What follows belongs to an exercise in optimizing a design on an open flow for small area; a production flow would make more cautious choices.
The RTL was checked by simulation tests, not by an equivalence proof against the original design.
Power figures rest on the tool's default switching activity, not on a simulated workload.

$ cat flow/run.sh
#!/bin/bash
# Standard layout (standard.sh), except that:
#  - synthesis maps the logic with area-oriented ABC scripts (flow/synth.tcl;
#    the scripts are in flow/abc_scripts.txt, each after a "#script NAME" line)
#    and keeps the smallest result; the flip-flops are mapped before ABC, as in
#    the standard synthesis;
#  - the ports are buffered by the smallest buffer cell;
#  - the clock tree is built from one clock buffer type, without dummy loads;
#  - constant outputs share tie cells;
#  - synthesis buffers are removed at floorplan, placement is not timing-driven,
#    and the core is 60% full.
# make's output is in standard.log, and ORFS's own logs under orfs/logs.
set -euo pipefail
export FLOW_WORK=$PWD
mkdir -p abc_scripts
awk '/^#script / {f = "abc_scripts/" $2; next} {print > f}' flow/abc_scripts.txt
export FLOW_ABC_SCRIPTS="$(ls $PWD/abc_scripts/*.abc | sort | tr '\n' ' ')"
sed "s#SYNTH_SCRIPT=[^ ]*#SYNTH_SCRIPT=$PWD/flow/synth.tcl#" standard.sh > flow_standard.sh
grep -q "SYNTH_SCRIPT=$PWD/flow/synth.tcl" flow_standard.sh
bash flow_standard.sh \
  "BUFFER_PORTS_ARGS=-buffer_cell sky130_fd_sc_hd__buf_1" \
  "CTS_ARGS=-sink_clustering_enable -repair_clock_nets -dont_use_dummy_load -buf_list sky130_fd_sc_hd__clkbuf_8" \
  SKIP_REPAIR_TIE_FANOUT=1 REMOVE_ABC_BUFFERS=1 GPL_TIMING_DRIVEN=0 CORE_UTILIZATION=60 \
  finish > standard.log 2>&1
$ cat flow/abc_scripts.txt
#script p00_n_NF.abc
strash
strash
&get -n
&dch -f
&nf -a -R 1000
&put
#script p01_n_NF-NF.abc
strash
strash
&get -n
&dch -f
&nf -a -R 1000
&put
strash
&get -n
&dch -f
&nf -a -R 1000
&put
#script p02_n_NF-MA-NF.abc
strash
strash
&get -n
&dch -f
&nf -a -R 1000
&put
strash
dch -f
map -a
strash
&get -n
&dch -f
&nf -a -R 1000
&put
#script p03_n_MA-NF.abc
strash
strash
dch -f
map -a
strash
&get -n
&dch -f
&nf -a -R 1000
&put
#script p04_n_NF-MA-NF-MA-NF.abc
strash
strash
&get -n
&dch -f
&nf -a -R 1000
&put
strash
dch -f
map -a
strash
&get -n
&dch -f
&nf -a -R 1000
&put
strash
dch -f
map -a
strash
&get -n
&dch -f
&nf -a -R 1000
&put
#script p05_n_NF2-NF.abc
strash
strash
&get -n
&dch
&nf -a -R 100
&put
strash
&get -n
&dch -f
&nf -a -R 1000
&put
#script p06_n_NF-AM-NF.abc
strash
strash
&get -n
&dch -f
&nf -a -R 1000
&put
strash
dch -f
amap
strash
&get -n
&dch -f
&nf -a -R 1000
&put
#script p07_n_AM-NF.abc
strash
strash
dch -f
amap
strash
&get -n
&dch -f
&nf -a -R 1000
&put
#script p08_n_NF-NF2-NF.abc
strash
strash
&get -n
&dch -f
&nf -a -R 1000
&put
strash
&get -n
&dch
&nf -a -R 100
&put
strash
&get -n
&dch -f
&nf -a -R 1000
&put
#script p09_n_MA-MA-NF.abc
strash
strash
dch -f
map -a
strash
dch -f
map -a
strash
&get -n
&dch -f
&nf -a -R 1000
&put
#script p10_dc2_NF.abc
strash
dc2
strash
&get -n
&dch -f
&nf -a -R 1000
&put
#script p11_dc2_NF-NF.abc
strash
dc2
strash
&get -n
&dch -f
&nf -a -R 1000
&put
strash
&get -n
&dch -f
&nf -a -R 1000
&put
#script p12_dc2_NF-MA-NF.abc
strash
dc2
strash
&get -n
&dch -f
&nf -a -R 1000
&put
strash
dch -f
map -a
strash
&get -n
&dch -f
&nf -a -R 1000
&put
#script p13_dc2_MA-NF.abc
strash
dc2
strash
dch -f
map -a
strash
&get -n
&dch -f
&nf -a -R 1000
&put
#script p14_dc2_NF-MA-NF-MA-NF.abc
strash
dc2
strash
&get -n
&dch -f
&nf -a -R 1000
&put
strash
dch -f
map -a
strash
&get -n
&dch -f
&nf -a -R 1000
&put
strash
dch -f
map -a
strash
&get -n
&dch -f
&nf -a -R 1000
&put
#script p15_dc2_NF2-NF.abc
strash
dc2
strash
&get -n
&dch
&nf -a -R 100
&put
strash
&get -n
&dch -f
&nf -a -R 1000
&put
#script p16_dc2_NF-AM-NF.abc
strash
dc2
strash
&get -n
&dch -f
&nf -a -R 1000
&put
strash
dch -f
amap
strash
&get -n
&dch -f
&nf -a -R 1000
&put
#script p17_dc2_AM-NF.abc
strash
dc2
strash
dch -f
amap
strash
&get -n
&dch -f
&nf -a -R 1000
&put
#script p18_dc2_NF-NF2-NF.abc
strash
dc2
strash
&get -n
&dch -f
&nf -a -R 1000
&put
strash
&get -n
&dch
&nf -a -R 100
&put
strash
&get -n
&dch -f
&nf -a -R 1000
&put
#script p19_dc2_MA-MA-NF.abc
strash
dc2
strash
dch -f
map -a
strash
dch -f
map -a
strash
&get -n
&dch -f
&nf -a -R 1000
&put
#script p20_rs_NF.abc
strash
balance
rewrite
refactor
balance
rewrite
rewrite -z
balance
refactor -z
rewrite -z
balance
strash
&get -n
&dch -f
&nf -a -R 1000
&put
#script p21_rs_NF-NF.abc
strash
balance
rewrite
refactor
balance
rewrite
rewrite -z
balance
refactor -z
rewrite -z
balance
strash
&get -n
&dch -f
&nf -a -R 1000
&put
strash
&get -n
&dch -f
&nf -a -R 1000
&put
#script p22_rs_NF-MA-NF.abc
strash
balance
rewrite
refactor
balance
rewrite
rewrite -z
balance
refactor -z
rewrite -z
balance
strash
&get -n
&dch -f
&nf -a -R 1000
&put
strash
dch -f
map -a
strash
&get -n
&dch -f
&nf -a -R 1000
&put
#script p23_rs_MA-NF.abc
strash
balance
rewrite
refactor
balance
rewrite
rewrite -z
balance
refactor -z
rewrite -z
balance
strash
dch -f
map -a
strash
&get -n
&dch -f
&nf -a -R 1000
&put
#script p24_rs_NF-MA-NF-MA-NF.abc
strash
balance
rewrite
refactor
balance
rewrite
rewrite -z
balance
refactor -z
rewrite -z
balance
strash
&get -n
&dch -f
&nf -a -R 1000
&put
strash
dch -f
map -a
strash
&get -n
&dch -f
&nf -a -R 1000
&put
strash
dch -f
map -a
strash
&get -n
&dch -f
&nf -a -R 1000
&put
#script p25_rs_NF2-NF.abc
strash
balance
rewrite
refactor
balance
rewrite
rewrite -z
balance
refactor -z
rewrite -z
balance
strash
&get -n
&dch
&nf -a -R 100
&put
strash
&get -n
&dch -f
&nf -a -R 1000
&put
#script p26_rs_NF-AM-NF.abc
strash
balance
rewrite
refactor
balance
rewrite
rewrite -z
balance
refactor -z
rewrite -z
balance
strash
&get -n
&dch -f
&nf -a -R 1000
&put
strash
dch -f
amap
strash
&get -n
&dch -f
&nf -a -R 1000
&put
#script p27_rs_AM-NF.abc
strash
balance
rewrite
refactor
balance
rewrite
rewrite -z
balance
refactor -z
rewrite -z
balance
strash
dch -f
amap
strash
&get -n
&dch -f
&nf -a -R 1000
&put
#script p28_rs_NF-NF2-NF.abc
strash
balance
rewrite
refactor
balance
rewrite
rewrite -z
balance
refactor -z
rewrite -z
balance
strash
&get -n
&dch -f
&nf -a -R 1000
&put
strash
&get -n
&dch
&nf -a -R 100
&put
strash
&get -n
&dch -f
&nf -a -R 1000
&put
#script p29_rs_MA-MA-NF.abc
strash
balance
rewrite
refactor
balance
rewrite
rewrite -z
balance
refactor -z
rewrite -z
balance
strash
dch -f
map -a
strash
dch -f
map -a
strash
&get -n
&dch -f
&nf -a -R 1000
&put
#script p30_c2_NF.abc
strash
balance -l
resub -K 6 -l
rewrite -l
resub -K 6 -N 2 -l
refactor -l
resub -K 8 -l
balance -l
resub -K 8 -N 2 -l
rewrite -l
resub -K 10 -l
rewrite -z -l
resub -K 10 -N 2 -l
balance -l
resub -K 12 -l
refactor -z -l
resub -K 12 -N 2 -l
rewrite -z -l
balance -l
strash
&get -n
&dch -f
&nf -a -R 1000
&put
#script p31_c2_NF-NF.abc
strash
balance -l
resub -K 6 -l
rewrite -l
resub -K 6 -N 2 -l
refactor -l
resub -K 8 -l
balance -l
resub -K 8 -N 2 -l
rewrite -l
resub -K 10 -l
rewrite -z -l
resub -K 10 -N 2 -l
balance -l
resub -K 12 -l
refactor -z -l
resub -K 12 -N 2 -l
rewrite -z -l
balance -l
strash
&get -n
&dch -f
&nf -a -R 1000
&put
strash
&get -n
&dch -f
&nf -a -R 1000
&put
#script p32_c2_NF-MA-NF.abc
strash
balance -l
resub -K 6 -l
rewrite -l
resub -K 6 -N 2 -l
refactor -l
resub -K 8 -l
balance -l
resub -K 8 -N 2 -l
rewrite -l
resub -K 10 -l
rewrite -z -l
resub -K 10 -N 2 -l
balance -l
resub -K 12 -l
refactor -z -l
resub -K 12 -N 2 -l
rewrite -z -l
balance -l
strash
&get -n
&dch -f
&nf -a -R 1000
&put
strash
dch -f
map -a
strash
&get -n
&dch -f
&nf -a -R 1000
&put
#script p33_c2_MA-NF.abc
strash
balance -l
resub -K 6 -l
rewrite -l
resub -K 6 -N 2 -l
refactor -l
resub -K 8 -l
balance -l
resub -K 8 -N 2 -l
rewrite -l
resub -K 10 -l
rewrite -z -l
resub -K 10 -N 2 -l
balance -l
resub -K 12 -l
refactor -z -l
resub -K 12 -N 2 -l
rewrite -z -l
balance -l
strash
dch -f
map -a
strash
&get -n
&dch -f
&nf -a -R 1000
&put
#script p34_c2_NF-MA-NF-MA-NF.abc
strash
balance -l
resub -K 6 -l
rewrite -l
resub -K 6 -N 2 -l
refactor -l
resub -K 8 -l
balance -l
resub -K 8 -N 2 -l
rewrite -l
resub -K 10 -l
rewrite -z -l
resub -K 10 -N 2 -l
balance -l
resub -K 12 -l
refactor -z -l
resub -K 12 -N 2 -l
rewrite -z -l
balance -l
strash
&get -n
&dch -f
&nf -a -R 1000
&put
strash
dch -f
map -a
strash
&get -n
&dch -f
&nf -a -R 1000
&put
strash
dch -f
map -a
strash
&get -n
&dch -f
&nf -a -R 1000
&put
#script p35_c2_NF2-NF.abc
strash
balance -l
resub -K 6 -l
rewrite -l
resub -K 6 -N 2 -l
refactor -l
resub -K 8 -l
balance -l
resub -K 8 -N 2 -l
rewrite -l
resub -K 10 -l
rewrite -z -l
resub -K 10 -N 2 -l
balance -l
resub -K 12 -l
refactor -z -l
resub -K 12 -N 2 -l
rewrite -z -l
balance -l
strash
&get -n
&dch
&nf -a -R 100
&put
strash
&get -n
&dch -f
&nf -a -R 1000
&put
#script p36_c2_NF-AM-NF.abc
strash
balance -l
resub -K 6 -l
rewrite -l
resub -K 6 -N 2 -l
refactor -l
resub -K 8 -l
balance -l
resub -K 8 -N 2 -l
rewrite -l
resub -K 10 -l
rewrite -z -l
resub -K 10 -N 2 -l
balance -l
resub -K 12 -l
refactor -z -l
resub -K 12 -N 2 -l
rewrite -z -l
balance -l
strash
&get -n
&dch -f
&nf -a -R 1000
&put
strash
dch -f
amap
strash
&get -n
&dch -f
&nf -a -R 1000
&put
#script p37_c2_AM-NF.abc
strash
balance -l
resub -K 6 -l
rewrite -l
resub -K 6 -N 2 -l
refactor -l
resub -K 8 -l
balance -l
resub -K 8 -N 2 -l
rewrite -l
resub -K 10 -l
rewrite -z -l
resub -K 10 -N 2 -l
balance -l
resub -K 12 -l
refactor -z -l
resub -K 12 -N 2 -l
rewrite -z -l
balance -l
strash
dch -f
amap
strash
&get -n
&dch -f
&nf -a -R 1000
&put
#script p38_c2_NF-NF2-NF.abc
strash
balance -l
resub -K 6 -l
rewrite -l
resub -K 6 -N 2 -l
refactor -l
resub -K 8 -l
balance -l
resub -K 8 -N 2 -l
rewrite -l
resub -K 10 -l
rewrite -z -l
resub -K 10 -N 2 -l
balance -l
resub -K 12 -l
refactor -z -l
resub -K 12 -N 2 -l
rewrite -z -l
balance -l
strash
&get -n
&dch -f
&nf -a -R 1000
&put
strash
&get -n
&dch
&nf -a -R 100
&put
strash
&get -n
&dch -f
&nf -a -R 1000
&put
#script p39_c2_MA-MA-NF.abc
strash
balance -l
resub -K 6 -l
rewrite -l
resub -K 6 -N 2 -l
refactor -l
resub -K 8 -l
balance -l
resub -K 8 -N 2 -l
rewrite -l
resub -K 10 -l
rewrite -z -l
resub -K 10 -N 2 -l
balance -l
resub -K 12 -l
refactor -z -l
resub -K 12 -N 2 -l
rewrite -z -l
balance -l
strash
dch -f
map -a
strash
dch -f
map -a
strash
&get -n
&dch -f
&nf -a -R 1000
&put
$ cat flow/synth.tcl
# The standard synthesis (synth_recipe.tcl), with ABC mapping the logic by
# area-oriented scripts instead of ORFS's speed script: each script in
# FLOW_ABC_SCRIPTS maps the same netlist, and the smallest result is kept.
# The flip-flops are mapped before ABC runs, so they are the standard synthesis's.
proc abc {args} {
  set a {}
  set lib {}
  set skip 0
  set prev {}
  foreach x $args {
    if {$prev eq "-liberty"} { set lib $x }
    set prev $x
    if {$skip} { set skip 0; continue }
    if {$x eq "-script" || $x eq "-D"} { set skip 1; continue }
    lappend a $x
  }
  yosys design -save my_pre_abc
  set best {}
  set best_area 1e30
  foreach s $::env(FLOW_ABC_SCRIPTS) {
    yosys design -load my_pre_abc
    yosys abc -script $s {*}$a
    yosys tee -q -o $::env(OBJECTS_DIR)/abc_area.txt stat -liberty $lib
    set f [open $::env(OBJECTS_DIR)/abc_area.txt r]
    set txt [read $f]
    close $f
    if {[regexp {Chip area for module[^:]*:\s*([0-9.]+)} $txt -> area]} {
      puts "ABC script [file tail $s]: area $area"
      if {$area < $best_area} { set best_area $area; set best $s }
    }
  }
  puts "ABC script kept: [file tail $best] ($best_area)"
  yosys design -load my_pre_abc
  yosys abc -script $best {*}$a
}
source $::env(FLOW_WORK)/synth_recipe.tcl
$ cat standard.sh
#!/bin/bash
# synth_recipe.tcl (not shown) runs the flow's synth.tcl, then flattens the netlist and writes it again
# the make line also repeats each setting of config.mk as NAME=value (left out here)
make -C /OpenROAD-flow-scripts/flow DESIGN_CONFIG=/design/flow/config.mk WORK_HOME=/design/flow/orfs CLKGATE_MAP_FILE= SYNTH_SCRIPT=/design/flow/synth_recipe.tcl "${@:-finish}"
$ cat config.mk
export PLATFORM = sky130hd
export DESIGN_NAME = nau_ctrl
export DESIGN_NICKNAME = nau_ctrl
export VERILOG_FILES = /design/flow/design.v
export SDC_FILE = /design/flow/constraint.sdc
export NUM_CORES = 4
export LEC_CHECK = 0
export CAP_MARGIN = 20
export CORE_MARGIN = 2
export CORE_UTILIZATION = 40
export PLACE_DENSITY = 0.6
export SLEW_MARGIN = 20
$ cat constraint.sdc
create_clock -name core_clock -period 5.0 [get_ports {clk}]
set_input_delay 1.0000 -clock core_clock [delete_from_list [all_inputs] [get_ports {clk}]]
set_output_delay 1.0000 -clock core_clock [all_outputs]
set_load 0.01 [all_outputs]
$ cat design.v
module nau_ctrl (
    input  wire        clk,
    input  wire        rst,
    input  wire        cmd_valid,
    input  wire [15:0] cmd,
    output wire        cmd_ready,
    output wire        rsp_valid,
    output wire [2:0]  rsp_status,
    output wire [31:0] rsp_data,
    output wire        bus_req_valid,
    output wire [27:0] bus_req,
    input  wire        bus_rsp_valid,
    input  wire        bus_rsp_ok,
    input  wire [1:0]  bus_rsp_errk,
    input  wire [7:0]  bus_rsp_rb0,
    input  wire [7:0]  bus_rsp_rb1,
    input  wire [7:0]  bus_rsp_rb2,
    output wire        dly_req_valid,
    output wire [9:0]  dly_ms,
    input  wire        dly_done
);
    localparam [3:0] OP_NEW     = 4'h1, OP_RESET   = 4'h2, OP_ENABLE   = 4'h3,
                     OP_AVAIL   = 4'h4, OP_READ    = 4'h5, OP_SET_LDO  = 4'h6,
                     OP_GET_LDO = 4'h7, OP_SET_GAIN= 4'h8, OP_GET_GAIN = 4'h9,
                     OP_SET_RATE= 4'hA, OP_GET_RATE= 4'hB, OP_CAL      = 4'hC;
    localparam [4:0]
        S_IDLE = 5'd0,
        S_RR1  = 5'd1,
        S_RR1R = 5'd2,
        S_PWR  = 5'd3,
        S_AVL  = 5'd4,
        S_RD3  = 5'd5,
        S_AVDD = 5'd6,
        S_GL0  = 5'd7,
        S_GAIN = 5'd8,
        S_GG   = 5'd9,
        S_CRS  = 5'd10,
        S_GR   = 5'd11,
        S_CAL  = 5'd12,
        S_PGA  = 5'd14,
        S_REF  = 5'd16,
        S_POLL = 5'd18,
        S_CS   = 5'd19,
        S_GL1  = 5'd20,
        S_PUR1 = 5'd21,
        S_RR0  = 5'd22,
        S_PUR2 = 5'd23,
        S_VLDO = 5'd24,
        S_CHPS = 5'd25,
        S_D10  = 5'd26,
        S_CD10 = 5'd27,
        S_LDOM = 5'd28,
        S_REV  = 5'd29,
        S_D600 = 5'd30,
        S_D1   = 5'd31;
    reg [4:0]  sl;         
    reg        w;          
    reg [9:0]  p;          
    reg [7:0]  t;          
    reg        hvalid;     
    wire       isnew = !hvalid;
    wire idle   = !sl[4] & !sl[3] & !sl[2] & !sl[1] & !sl[0];
    wire at_ref = sl[4] & !sl[3] & !sl[2] & !sl[1];
    assign cmd_ready = idle;
    wire       ldo8  = p[3];
    wire       avdds = !ldo8;
    wire [2:0] gain  = p[6:4] | (p[2:0] & {3{!isnew}});
    wire [2:0] rate  = p[9:7] | (p[2:0] & {3{!isnew}});
    wire       pwr   = isnew | p[0];
    wire [3:0] opc = cmd[15:12];
    function rate_ok(input [2:0] r);
        rate_ok = (r <= 3'd3) || (r == 3'd7);
    endfunction
    reg cmd_legal;
    always @* begin
        case (opc)
            OP_NEW:      cmd_legal = (cmd[11:10] == 2'b00) && (cmd[3:0] <= 4'd8) && rate_ok(cmd[9:7]);
            OP_RESET,
            OP_AVAIL,
            OP_READ,
            OP_GET_LDO,
            OP_GET_GAIN,
            OP_GET_RATE: cmd_legal = (cmd[11:0] == 12'd0);
            OP_ENABLE:   cmd_legal = (cmd[11:1] == 11'd0);
            OP_SET_LDO:  cmd_legal = (cmd[11:4] == 8'd0) && (cmd[3:0] <= 4'd8);
            OP_SET_GAIN: cmd_legal = (cmd[11:3] == 9'd0);
            OP_SET_RATE: cmd_legal = (cmd[11:3] == 9'd0) && rate_ok(cmd[2:0]);
            OP_CAL:      cmd_legal = (cmd[11:2] == 10'd0) && (cmd[1:0] != 2'd1);
            default:     cmd_legal = 1'b0;
        endcase
    end
    wire       cmd_new = (opc == OP_NEW);
    wire [4:0] entry   = (cmd_legal && (hvalid || cmd_new)) ? {1'b0, opc} : S_REF;
    wire is_dly = sl[4] & sl[3] & sl[1];
    wire is_bus = !((!sl[3] & !sl[2] & !sl[1] & !sl[0]) | (sl[4] & sl[3] & sl[1]));
    wire is_rmw = (!sl[3] & !sl[2] & sl[0]) | (!sl[4] & sl[1] & !sl[0]) | (sl[3] & !sl[1] & !sl[0]) | (!sl[3] & sl[2] & sl[1] & !sl[0]) | (sl[4] & !sl[2] & !sl[1]);
    wire is_rd3 = !sl[4] & sl[2] & !sl[1] & sl[0];
    wire [4:0] addr;
    assign addr[4] = (!sl[4] & sl[2] & !sl[1] & sl[0]) | (sl[3] & sl[2] & sl[1]) | (sl[4] & sl[3] & sl[0]) | (sl[4] & sl[3] & sl[2]);
    assign addr[3] = !(!sl[3] | !sl[2] | (!sl[4] & !sl[1]));
    assign addr[2] = (sl[3] & sl[2] & sl[1]) | (sl[4] & sl[3] & sl[0]);
    assign addr[1] = (!sl[4] & sl[2] & !sl[1] & sl[0]) | (sl[3] & !sl[2] & sl[1]) | (sl[3] & sl[2] & !sl[1]) | (sl[4] & !sl[2] & sl[1] & !sl[0]);
    assign addr[0] = !((!sl[3] & sl[0]) | sl[1] | (!sl[4] & sl[2]));
    wire [7:0] wdata;
    assign wdata[0] = ((!sl[3] & !sl[1]) | (!sl[3] & !sl[2] & !sl[0])) |
                       ((!sl[4] & sl[1]) | sl[0] | (sl[4] & !sl[1])) & t[0] |
                       (!sl[4] & !sl[2] & !sl[1]) & gain[0] |
                       (!sl[4] & sl[2] & !sl[1]) & p[0];
    assign wdata[1] = (sl[4] & sl[1] & !sl[0]) |
                       ((!sl[1] & sl[0]) | (sl[1] & !sl[0]) | sl[4]) & t[1] |
                       (!sl[4] & !sl[2] & !sl[1] & !sl[0]) & gain[1] |
                       (!sl[4] & sl[2] & !sl[1]) & p[1] |
                       (!sl[4] & sl[1] & sl[0]) & pwr;
    assign wdata[2] = (!sl[4] & sl[2] & !sl[1]) |
                       ((!sl[1] & sl[0]) | (sl[1] & !sl[0]) | sl[4]) & t[2] |
                       (!sl[4] & !sl[1] & !sl[0]) & gain[2] |
                       (!sl[4] & sl[1] & sl[0]) & pwr;
    assign wdata[3] = (!sl[4] | sl[0] | sl[2]) & t[3] |
                       (sl[4] & !sl[2] & !sl[0]) & p[0];
    assign wdata[4] = (sl[4] & sl[0]) |
                       (!sl[3] | (!sl[4] & !sl[1]) | sl[2]) & t[4] |
                       (sl[4] & !sl[2]) & p[1] |
                       (sl[3] & !sl[2] & sl[1]) & rate[0];
    assign wdata[5] = (sl[3] & sl[0]) |
                       (!sl[3] | (!sl[4] & !sl[1]) | sl[2]) & t[5] |
                       (sl[4] & !sl[2] & !sl[0]) & p[2] |
                       (sl[3] & !sl[2] & sl[1]) & rate[1];
    assign wdata[6] = (!sl[3] | (!sl[2] & !sl[1]) | (!sl[4] & sl[2])) & t[6] |
                       (sl[3] & !sl[2] & sl[1]) & rate[2];
    assign wdata[7] = (sl[3] & sl[2] & sl[1]) |
                       (!sl[2] | !sl[1] | sl[4]) & t[7] |
                       (!sl[4] & sl[2] & sl[1]) & avdds;
    localparam [6:0] DEV = 7'h2A;
    assign bus_req_valid = is_bus;
    assign bus_req       = {!w, DEV, w, !w, 3'b000, addr, wdata & {8{w}}, is_rd3, !w};
    assign dly_req_valid = is_dly;
    wire d600 = sl[2] & !sl[0];
    wire d1   = sl[2] & sl[0];
    assign dly_ms = {d600, 2'b00, d600, 1'b0, d600, d600 | !d1, 1'b0, !d600 & !d1, d1};
    wire [7:0] rb       = bus_rsp_rb0;
    wire       answered = is_dly ? dly_done : bus_rsp_valid;
    wire       bus_err  = is_bus && !bus_rsp_ok;
    wire       rev_bad  = (rb[3:0] != 4'hF);
    wire n_end = ((!sl[3] & !sl[1] & !sl[0]) | (!sl[4] & sl[2] & !sl[1] & sl[0]) | (!sl[4] & sl[3] & sl[0])) |
                 ((sl[4] & !sl[3] & sl[2] & sl[0]) & (!rb[3] | !isnew)) |
                 ((sl[3] & sl[2] & !sl[1] & sl[0]) & rev_bad) |
                 ((!sl[4] & sl[2] & sl[0]) & !rb[7]) |
                 ((sl[4] & !sl[3] & !sl[2] & !sl[0]) & !rb[2]) |
                 (w & ((sl[3] & sl[2] & sl[1]) |
                       ((!sl[4] & sl[1] & sl[0]) & !pwr) |
                       ((sl[3] & !sl[2] & !sl[0]) & !isnew) |
                       ((!sl[4] & sl[2] & sl[1]) & ldo8 & !isnew)));
    wire fin = bus_err | n_end;
    wire       n_w = is_rmw & !w;
    wire [4:0] succ;
    assign succ[0] = (!sl[4] & sl[3] & sl[1]) | (sl[4] & !sl[3]) | (sl[3] & sl[2] & sl[1]);
    assign succ[1] = !((!sl[4] & sl[2] & sl[1]) | (!sl[4] & sl[3] & sl[1]) | (sl[2] & sl[1] & sl[0]) | (sl[4] & !sl[2] & !sl[1]));
    assign succ[2] = !((!sl[3] & !sl[1]) | (!sl[4] & !sl[0]) | (!sl[3] & !sl[2] & !sl[0]) | (!sl[2] & !sl[1] & !sl[0]) | (sl[3] & !sl[2] & sl[1] & sl[0]) | (sl[3] & sl[2] & sl[1] & !sl[0]));
    assign succ[3] = (!sl[4] & !sl[2]) | (!sl[3] & !sl[0]) | (sl[4] & !sl[3] & sl[2] & sl[1]) | (!sl[2] & !sl[1]) | (sl[4] & !sl[1] & !sl[0]);
    assign succ[4] = (!((!sl[4] & sl[2] & sl[1] & !sl[0]) | (!sl[2] & !sl[1] & !sl[0]) | (sl[4] & sl[2] & !sl[1]))) | ((!sl[4] & sl[2] & sl[1] & !sl[0]) & !ldo8);
    wire [4:0] n_sl = n_w ? sl : succ;
    assign rsp_valid = at_ref | (!idle & answered & fin);
    wire gr_bad = rb[6] & !(rb[5] & rb[4]);     
    wire [2:0] gr_d = rb[6:4] & {3{!gr_bad}};
    wire sel_pur = sl[4] & !sl[3] & sl[0];
    wire sel_rev = sl[3] & sl[2] & sl[0];
    wire sel_gr  = sl[3] & sl[1] & sl[0];
    wire sel_poll = sl[4] & sl[1] & !sl[0];
    wire [2:0] okst = {sel_rev | (sel_poll & rb[3]),
                       (sel_pur & !rb[3]) | (sel_gr & gr_bad),
                       sel_rev | (sel_gr & gr_bad)};
    assign rsp_status = at_ref ? 3'd7 : bus_err ? 3'd1 : okst;
    wire [3:0] okd;
    assign okd[0] = (!sl[4] & sl[2] & !sl[1] & sl[0]) & bus_rsp_rb2[0] |
                     (sl[3] & sl[1] & sl[0]) & gr_d[0] |
                     (sl[3] & !sl[1] & sl[0]) & rb[0] |
                     (sl[4] & sl[2] & !sl[0]) & rb[3] |
                     (!sl[4] & sl[2] & !sl[1] & !sl[0]) & rb[5];
    assign okd[1] = (!sl[4] & sl[2] & !sl[1] & sl[0]) & bus_rsp_rb2[1] |
                     (sl[3] & sl[1] & sl[0]) & gr_d[1] |
                     (sl[3] & !sl[1] & sl[0]) & rb[1] |
                     (sl[4] & sl[2] & !sl[0]) & rb[4];
    assign okd[2] = (!sl[4] & sl[2] & !sl[1] & sl[0]) & bus_rsp_rb2[2] |
                     (sl[3] & sl[1] & sl[0]) & gr_d[2] |
                     (sl[3] & !sl[1] & sl[0]) & rb[2] |
                     (sl[4] & sl[2] & !sl[0]) & rb[5];
    assign okd[3] = (!sl[4] & sl[2] & sl[1] & sl[0]) |
                     (!sl[4] & sl[2] & !sl[1] & sl[0]) & bus_rsp_rb2[3] |
                     (sl[3] & sl[2] & sl[0]) & rb[3];
    wire g = (!sl[4] & sl[2] & !sl[1] & sl[0]) & bus_rsp_ok;
    wire [23:0] rd24 = {bus_rsp_rb0, bus_rsp_rb1, bus_rsp_rb2};
    assign rsp_data = {{8{g & rd24[23]}}, rd24[23:4] & {20{g}},
                       bus_err ? {2'b00, bus_rsp_errk} : okd};
    always @(posedge clk) begin
        if (!w)
            t <= rb;
        if (idle)
            p <= cmd[9:0];
        if (rst) begin
            sl     <= S_IDLE;
            w      <= 1'b0;
            hvalid <= 1'b0;
        end else if (idle) begin
            if (cmd_valid) begin
                sl <= entry;
                if (cmd_new && cmd_legal)
                    hvalid <= 1'b0;
            end
        end else if (at_ref) begin
            sl <= S_IDLE;
        end else if (answered) begin
            sl <= fin ? S_IDLE : n_sl;
            w  <= !fin & n_w;
            if (w && (sl[3] & sl[2] & sl[1]) && !bus_err)
                hvalid <= 1'b1;
        end
    end
endmodule
==> metrics.cfg, run 1 <==
[floorplan]
dieArea_um2 = 3944
initial_core_util_pct = 62.17
die_w_um = 62.80
coreArea_um2 = 3337
die_y_um = 62.80
io_pins = 125
rows = 21

[timing]
relSlewSlack_pct = 47.90
period_minus_slack_ns = 3.957
tightest_slew_ns = 0.7807
setup_ws_ns = 1.043
fin_worst_skew_ns = 0.01060
rsz0062_at_grt = false
drv_slew = 0
setup_viol_count_final = 0
hold_viol_final = 0
tns_ns = 0
fmax_mhz = 252.7
finalCritPeriodShare_pct = 79.15

[power]
leakage_uw = 0.0008248
power_density_nw_per_um2 = 467.2
peakVddDrop_mv = 0.4162

[synth]
synth-async-reset-ratio_pct = 0
synth_seq_cells = 25
synthCells = 273
synth_top_family_by_area = compound AO/OA/AOI/OAI gates
synth_top_flop_cell = edfxtp_1
synthSimpleGateAreaFrac_pct = 26.00
ys_types = 37
synthMuxAreaShare_pct = 0.9650
syn-cell-area_um2 = 2074
ys_warn_count = 1
synth_edf_count = 18
synth_xor_area_share_pct = 0
avgSynthCellArea_um2 = 7.599
yosysSeqAreaShare_pct = 32.81
synth-adder-area-share_pct = 0
synth_compound_area_share_pct = 27.38

[place]
globalplace.congestion = 0.9273
pre_cts_slack_ns = 1.438
port_buffers = 110
dp_hpwl_mm = 4.572

[global_route]
grt_antenna_before_repair = 0
grt_pass1_vias = 1946
overflow = 0
grt_max_degree = 27
grt_usage_pct = 29.35
grt_pass1_wl_mm = 9.335

[setup_path]
reg2reg_depth = 10
critical_path.endpoint_type = output port
crit_fanout = 23
worstPathRequired_ns = 4.00
crit_chain = nand2_1 -> nor2_1 -> a21oi_1 -> nor2b_1 -> a221oi_1 -> nand2_1 -> a21o_1 -> nand2_1 -> nand2_1 -> buf_1
arrival_ns = 2.96
critPathMostFrequentCell = nand2_1
cp.buffers_inverters = 1
reg2reg_setup_slack_ns = 1.43
critPathKind = flop to output port
startpoint_type = flop
crit_family = simple AND/OR/NAND/NOR gates
slowest_delay_ns = 0.79
crit_cells = 10
crit_slowest_cell = dfxtp_1

[layout]
fin_nets = 407
multi_input_area_um2 = 1137
regArea_um2 = 680.7
final_cell_mix = buf_1, a21oi_1, nand2_1, nor2_1, and3_1
diodes = 0
layout_commonest_cell = buf_1
drive_gt1_share_pct = 1.401
fillers = 318
synthToLayoutAreaGrowth_pct = 14.29

[clock_network]
cts_setup_buffers = 0
cts_inserted_buffers = 3
hold_buffers = 0
clockBufferDepth = 2
ctsResizeCount = 0
clkTransAtPathRegs_ns = 0.09
clkLatencyLatePin_ns = 0.27
clockRootBuffer = clkbuf_8
cts_tree = yes
htree_levels = 1
cts_sinks = 25

[drt]
ant_nets = 0
drt-wirelength-per-cell_um = 15.03
routed_via_density = 6.035
first_iter_violations = 238
routed_wl_mm = 6.057
dr.pass1.iters = 6
vias = 2432
remaining_drc_errors = 0

[flow_run]
drv_cap = 0

[min_path]
min_path_cells = 2
min_path_type = flop to flop

[run_status]
status = complete, no violations

[synthesized netlist by cell type (3+ instances only)]
cell,number,share of area (%)
a211oi_1,9,3.3
nor2_1,31,5.6
nor3_1,8,1.9
a31oi_1,8,2.4
buf_4,30,11
a21oi_1,34,8.2
edfxtp_1,18,26
or3_1,4,1.2
nand3_1,7,1.7
o31ai_1,4,1.4
o21ai_0,18,4.3
a221oi_1,3,1.3
dfxtp_1,7,6.8
nand4_1,3,0.90
nor4_1,4,1.2
clkinv_1,9,1.6
nand2_1,31,5.6
and3_1,20,6.0
[sequential cells by signal, summed over array words and instances (netlist names)]
name    cells
hvalid      1
w           1
p          10
t           8
sl          5
[worst min-delay path, stage by stage (launching register included)]
cell and delay, ns:
dfxtp_1 0.36, a21oi_1 0.13, nor3_1 0.05
[routing by layer]
metal | global-route usage, % | up-vias | routed length (um)
met1 | 43.35 | 1089 | 2603
met4 | 6.667 | 0 | 73
met3 | 3.243 | 9 | 618
met2 | 46.24 | 154 | 2761
li1 | - | 1180 | -
met5 | 0 | - | 0
[kinds of logic after synthesis]
kind of cell,count (synthesis)
DFF,25
buffers and inverters,39
AOI/OAI and AO/OA,92
and+or+nand+nor,113
other,2
muxes,2
[per-stage QoR]
| step | power [uW] | instance area [um^2] | std cells | hold WS [ns] | utilization, % |
|---|---|---|---|---|---|
| 2_1_floorplan | 773.3 | 1849 | 243 | 0.5557 | - |
| 3_3_place_gp | 971.8 | 2320 | 399 | 0.5543 | 69.52 |
| 3_5_place_dp | 977.1 | 2322 | 399 | 0.5550 | 69.59 |
| 4_1_cts | 1091 | 2364 | 402 | 0.5773 | 70.83 |
| 5_1_grt | 1190 | 2371 | 403 | 0.6755 | 71.05 |
| 6_report | 1108 | 2371 | 403 | 0.5789 | 71.05 |
[power breakdown]
group	switching, uW	total, uW	internal (uW)	leakage [uW]
sequential	91.4	412	320	0.000237
combinational	395	581	186	0.000567
clock	61.3	115	54.0	0.0000216
total	547	1110	560	0.000825
[final cells by class]
type / count / share of cell area, %
clock buffer: 3 / 1.741
inverter: 9 / 1.425
multi-input combinational: 209 / 47.97
sequential: 25 / 28.71
tap: 46 / 2.427
timing repair buffer: 111 / 17.73
[path summary, 6_finish.rpt]
path,from,endpoint
max,sl[1],rsp_valid
min,w,w
max reg2reg,sl[1],sl[4]
min reg2reg,w,w
==> run 2: changes to the inputs <==
--- a/design.v
+++ b/design.v
@@ -41,2 +41,3 @@
         S_REF  = 5'd16,
+        S_PUR2 = 5'd17,
         S_POLL = 5'd18,
@@ -46,3 +47,2 @@
         S_RR0  = 5'd22,
-        S_PUR2 = 5'd23,
         S_VLDO = 5'd24,
@@ -62,3 +62,3 @@
     wire idle   = !sl[4] & !sl[3] & !sl[2] & !sl[1] & !sl[0];
-    wire at_ref = sl[4] & !sl[3] & !sl[2] & !sl[1];
+    wire at_ref = sl[4] & !sl[3] & !sl[2] & !sl[1] & !sl[0];
     assign cmd_ready = idle;
@@ -95,3 +95,3 @@
     wire is_bus = !((!sl[3] & !sl[2] & !sl[1] & !sl[0]) | (sl[4] & sl[3] & sl[1]));
-    wire is_rmw = (!sl[3] & !sl[2] & sl[0]) | (!sl[4] & sl[1] & !sl[0]) | (sl[3] & !sl[1] & !sl[0]) | (!sl[3] & sl[2] & sl[1] & !sl[0]) | (sl[4] & !sl[2] & !sl[1]);
+    wire is_rmw = !((!sl[3] & sl[2] & !sl[1]) | (sl[2] & sl[0]) | (!sl[4] & sl[3] & sl[0]) | (sl[4] & !sl[3] & !sl[1]) | (sl[4] & !sl[2] & sl[1] & !sl[0]) | (sl[4] & sl[3] & sl[1]));
     wire is_rd3 = !sl[4] & sl[2] & !sl[1] & sl[0];
@@ -144,3 +144,3 @@
     wire n_end = ((!sl[3] & !sl[1] & !sl[0]) | (!sl[4] & sl[2] & !sl[1] & sl[0]) | (!sl[4] & sl[3] & sl[0])) |
-                 ((sl[4] & !sl[3] & sl[2] & sl[0]) & (!rb[3] | !isnew)) |
+                 ((sl[4] & !sl[3] & !sl[1]) & (!rb[3] | !isnew)) |
                  ((sl[3] & sl[2] & !sl[1] & sl[0]) & rev_bad) |
@@ -156,5 +156,5 @@
     assign succ[0] = (!sl[4] & sl[3] & sl[1]) | (sl[4] & !sl[3]) | (sl[3] & sl[2] & sl[1]);
-    assign succ[1] = !((!sl[4] & sl[2] & sl[1]) | (!sl[4] & sl[3] & sl[1]) | (sl[2] & sl[1] & sl[0]) | (sl[4] & !sl[2] & !sl[1]));
-    assign succ[2] = !((!sl[3] & !sl[1]) | (!sl[4] & !sl[0]) | (!sl[3] & !sl[2] & !sl[0]) | (!sl[2] & !sl[1] & !sl[0]) | (sl[3] & !sl[2] & sl[1] & sl[0]) | (sl[3] & sl[2] & sl[1] & !sl[0]));
-    assign succ[3] = (!sl[4] & !sl[2]) | (!sl[3] & !sl[0]) | (sl[4] & !sl[3] & sl[2] & sl[1]) | (!sl[2] & !sl[1]) | (sl[4] & !sl[1] & !sl[0]);
+    assign succ[1] = (!sl[4] & !sl[1]) | (!sl[4] & !sl[3] & !sl[2]) | (sl[4] & sl[1] & !sl[0]) | (sl[2] & !sl[1]) | (sl[3] & !sl[2] & sl[1] & sl[0]);
+    assign succ[2] = (!sl[4] & sl[1] & sl[0]) | (sl[4] & !sl[2] & !sl[1] & sl[0]) | (sl[4] & !sl[3] & sl[2] & !sl[0]) | (sl[4] & sl[3] & !sl[2] & sl[1] & !sl[0]) | (sl[4] & sl[3] & sl[2] & !sl[1]) | (sl[2] & sl[1] & sl[0]);
+    assign succ[3] = (!sl[2] & !sl[1]) | (!sl[3] & !sl[0]) | (!sl[4] & !sl[2]) | (sl[4] & !sl[1] & !sl[0]);
     assign succ[4] = (!((!sl[4] & sl[2] & sl[1] & !sl[0]) | (!sl[2] & !sl[1] & !sl[0]) | (sl[4] & sl[2] & !sl[1]))) | ((!sl[4] & sl[2] & sl[1] & !sl[0]) & !ldo8);
@@ -167,3 +167,3 @@
     wire sel_gr  = sl[3] & sl[1] & sl[0];
-    wire sel_poll = sl[4] & sl[1] & !sl[0];
+    wire sel_poll = sl[4] & sl[1];
     wire [2:0] okst = {sel_rev | (sel_poll & rb[3]),
@@ -186,3 +186,3 @@
                      (sl[4] & sl[2] & !sl[0]) & rb[5];
-    assign okd[3] = (!sl[4] & sl[2] & sl[1] & sl[0]) |
+    assign okd[3] = (sl[2] & sl[1] & sl[0]) |
                      (!sl[4] & sl[2] & !sl[1] & sl[0]) & bus_rsp_rb2[3] |
==> run 2 against run 1 <==
  * Non-clock buffer count unchanged
  * Synthesized cell count decreased by 1.8%
  * Clock-buffer cell count unchanged
  * Synthesized area decreased by 0.54%
  * Sequential power increased by 5.1%
  * Global-route usage decreased by 0.25 points
  * Wire length decreased by 3.9%
  * First-iteration DRC count decreased by 38%
  * Largest power group unchanged
==> metrics.cfg, run 2 <==
[run_status]
status = complete, no violations

[synth]
ys_types = 40  ; +8.1%
synthCells = 268  ; -1.8%
synthTopCellsByArea = edfxtp_1, buf_4, dfxtp_1
synth_top_flop_cell = edfxtp_1
synth_seq_cells = 25  ; unchanged
synth_common_cells = nor2_1, buf_4, nand2_1
yosysMostFrequentCell = nor2_1
synth_edf_count = 18  ; unchanged
ys_warn_count = 1  ; unchanged
syn-cell-area_um2 = 2063  ; -0.54%
synth_top_area_share_pct = 26.20  ; +0.14 points
yosysSeqAreaShare_pct = 32.99  ; +0.18 points
synth-async-reset-ratio_pct = 0  ; unchanged
yosysTopAreaCell = edfxtp_1
avgSynthCellArea_um2 = 7.699  ; +1.3%

[drt]
routed_wl_mm = 5.823  ; -3.9%
first_iter_violations = 148  ; -38%
drt-wirelength-per-cell_um = 14.63  ; -2.7%
ant_nets = 0  ; unchanged
vias = 2349  ; -3.4%
dr.pass1.iters = 5  ; -1
remaining_drc_errors = 0  ; unchanged
routed_via_density = 5.902  ; -2.2%

[timing]
hold_ws_ns = 0.6169  ; +0.03808 ns
rsz0062_at_grt = false
relSlewSlack_pct = 39.63  ; -8.3 points
tightest_slew_ns = 0.9044  ; +0.1237 ns
drv_slew = 0  ; unchanged
setup_ws_ns = 0.7193  ; -0.3233 ns
period_minus_slack_ns = 4.281  ; +0.3233 ns
hold_viol_final = 0  ; unchanged
fin_worst_skew_ns = 0.01743  ; +0.006827 ns
setup_viol_count_final = 0  ; unchanged
tns_ns = 0  ; unchanged
finalCritPeriodShare_pct = 85.61  ; +6.5 points
fmax_mhz = 233.6  ; -7.6%

[global_route]
grt_usage_pct = 29.11  ; -0.25 points
grt_antenna_before_repair = 0  ; unchanged
grt_use_met1_pct = 42.06  ; -1.3 points
met2_usage_pct = 47.31  ; +1.1 points
grt_max_degree = 28  ; +3.7%
busiest_layer = met2
grt_pass1_vias = 2052  ; +5.4%
overflow = 0  ; unchanged
grt_pass1_wl_mm = 9.356  ; +0.22%
grt.met3_usage_pct = 4.144  ; +0.90 points

[setup_path]
critPathKind = flop to output port
arrival_ns = 3.28  ; +0.32 ns
slowest_delay_ns = 0.72  ; -0.07 ns
worstPathRequired_ns = 4.00  ; about the same
critical_path.endpoint_type = output port
crit_chain = clkinv_1 -> nor3_1 -> a221oi_1 -> o211ai_1 -> nor4b_2 -> o31ai_1 -> buf_1
crit_fanout = 16  ; -30%
crit_slowest_cell = nor3_1
startpoint_type = flop

[clock_network]
htree_levels = 1  ; unchanged
clockRootBuffer = clkbuf_8
cts_sinks = 25  ; unchanged
cts_tree = yes
cts_inserted_buffers = 3  ; unchanged
clockBufferDepth = 2  ; unchanged
ctsResizeCount = 0  ; unchanged
clkTransAtPathRegs_ns = 0.07  ; -0.02 ns
hold_buffers = 0  ; unchanged
clkLatencyLatePin_ns = 0.27  ; about the same
cts_setup_buffers = 0  ; unchanged

[floorplan]
die_w_um = 62.64  ; -0.25%
coreArea_um2 = 3311  ; -0.79%
die_y_um = 62.64  ; -0.25%
rows = 21  ; unchanged
dieArea_um2 = 3924  ; -0.51%
initial_core_util_pct = 62.32  ; +0.15 points
io_pins = 125  ; unchanged

[layout]
multi_input_area_um2 = 1146  ; +0.77%
final_cell_mix = buf_1, nor2_1, nand2_1, and3_1, a21oi_1
fin_nets = 402  ; -1.2%
layout_commonest_cell = buf_1
fillers = 292  ; -8.2%
final_util_pct = 71.88  ; +0.83 points
largest-register = p
reg_top3 = p: 10 flops, t: 8 flops, sl: 5 flops
largest_reg_flops = 10  ; unchanged
synthToLayoutAreaGrowth_pct = 15.34
drive_gt1_share_pct = 2.273  ; +0.87 points
regArea_um2 = 680.7  ; unchanged
diodes = 0  ; unchanged

[power]
leakage_uw = 0.0008547  ; +3.6%
peakVddDrop_mv = 0.4194  ; +0.79%
power_density_nw_per_um2 = 528.9  ; +13%

[place]
dp_hpwl_mm = 4.427  ; -3.2%
globalplace.congestion = 0.8867  ; -4.4%
pre_cts_slack_ns = 1.011  ; -0.4267 ns
port_buffers = 110  ; unchanged

[flow_run]
drv_cap = 0  ; unchanged

[min_path]
min_path_type = flop to flop

## run 2: metal layers
metal	vias to the layer above	part of all wire [%]
met1	1053	43
li1	1165	-
met3	4	9.7
met4	0	0.52
met2	127	47
met5	-	0
## run 2: final timing paths
check,endpoint,depth (start not counted),slack (ns),start
setup / recovery,rsp_valid,7,0.72,sl[4]
setup reg to reg,sl[3],9,1.25,sl[4]
hold reg to reg,w,2,0.62,w
hold / removal,w,2,0.62,w
## run 2: metrics by stage
stage | instances | cell area (um^2) | total power (uW)
finish | 398 | 2380 | 1259
global route | 398 | 2380 | 1360
CTS | 398 | 2369 | 1242
detailed placement | 395 | 2327 | 1128
global placement | 394 | 2308 | 1114
floorplan | 238 | 1838 | 881.8
## run 2: cell type report
type,count,area share (%)
Clock buffer,3,1.735
Inverter,9,1.420
Timing Repair Buffer,111,17.67
Sequential cell,25,28.60
Tap cell,46,2.419
Multi-Input combinational cell,204,48.16
## run 2: cell families after synthesis
group | after synthesis | share of synthesized area, %
buf+inv | 39 | 12.55
simple gates | 119 | 27.41
flops | 25 | 32.99
other cells | 2 | 0.3640
compound gates | 82 | 26.20
mux | 1 | 0.4852
## run 2: report_power, final
group | leakage [uW] | switching (uW) | internal [uW]
Clock | 0.0000216 | 59.5 | 53.9
Combinational | 0.000597 | 474 | 239
Sequential | 0.000236 | 118 | 314
## run 2: worst max-delay path: cells and delay by family, from the launching register on
| family | cells | cell delay [ns] |
|---|---|---|
| simple gates | 2 | 0.86 |
| compound gates | 3 | 0.78 |
| flops | 1 | 0.70 |
| buf+inv | 2 | 0.69 |

-- re-timing with driven ports --
In the flow no input, the clock included, has a driving cell. The finished layouts below were timed again as built, in two steps. Step 1 (the two cells are an assumption about what drives the block):
set clk [get_ports {clk}]
set_driving_cell -lib_cell sky130_fd_sc_hd__clkbuf_16 $clk
set_driving_cell -lib_cell sky130_fd_sc_hd__buf_2 [delete_from_list [all_inputs] $clk]
Step 2, shift: input delay + t, output delay - t, t = (earliest + latest rising clock arrival at the registers) / 2. This alone moves slack from input paths to output paths. a / b / c = ideal / step 1 / step 2; a / b = the first two.
run	shift t [ns]	slack for setup (ns)	hold WS [ns]	cell pins on the clock port's net
run 1	0.292	1.043 / 1.016 / 1.309	0.579 / 0.579 / 0.579	1
run 2	0.289	0.719 / 0.694 / 0.983	0.617 / 0.617 / 0.617	1
After both steps setup and hold are still met in every run listed.
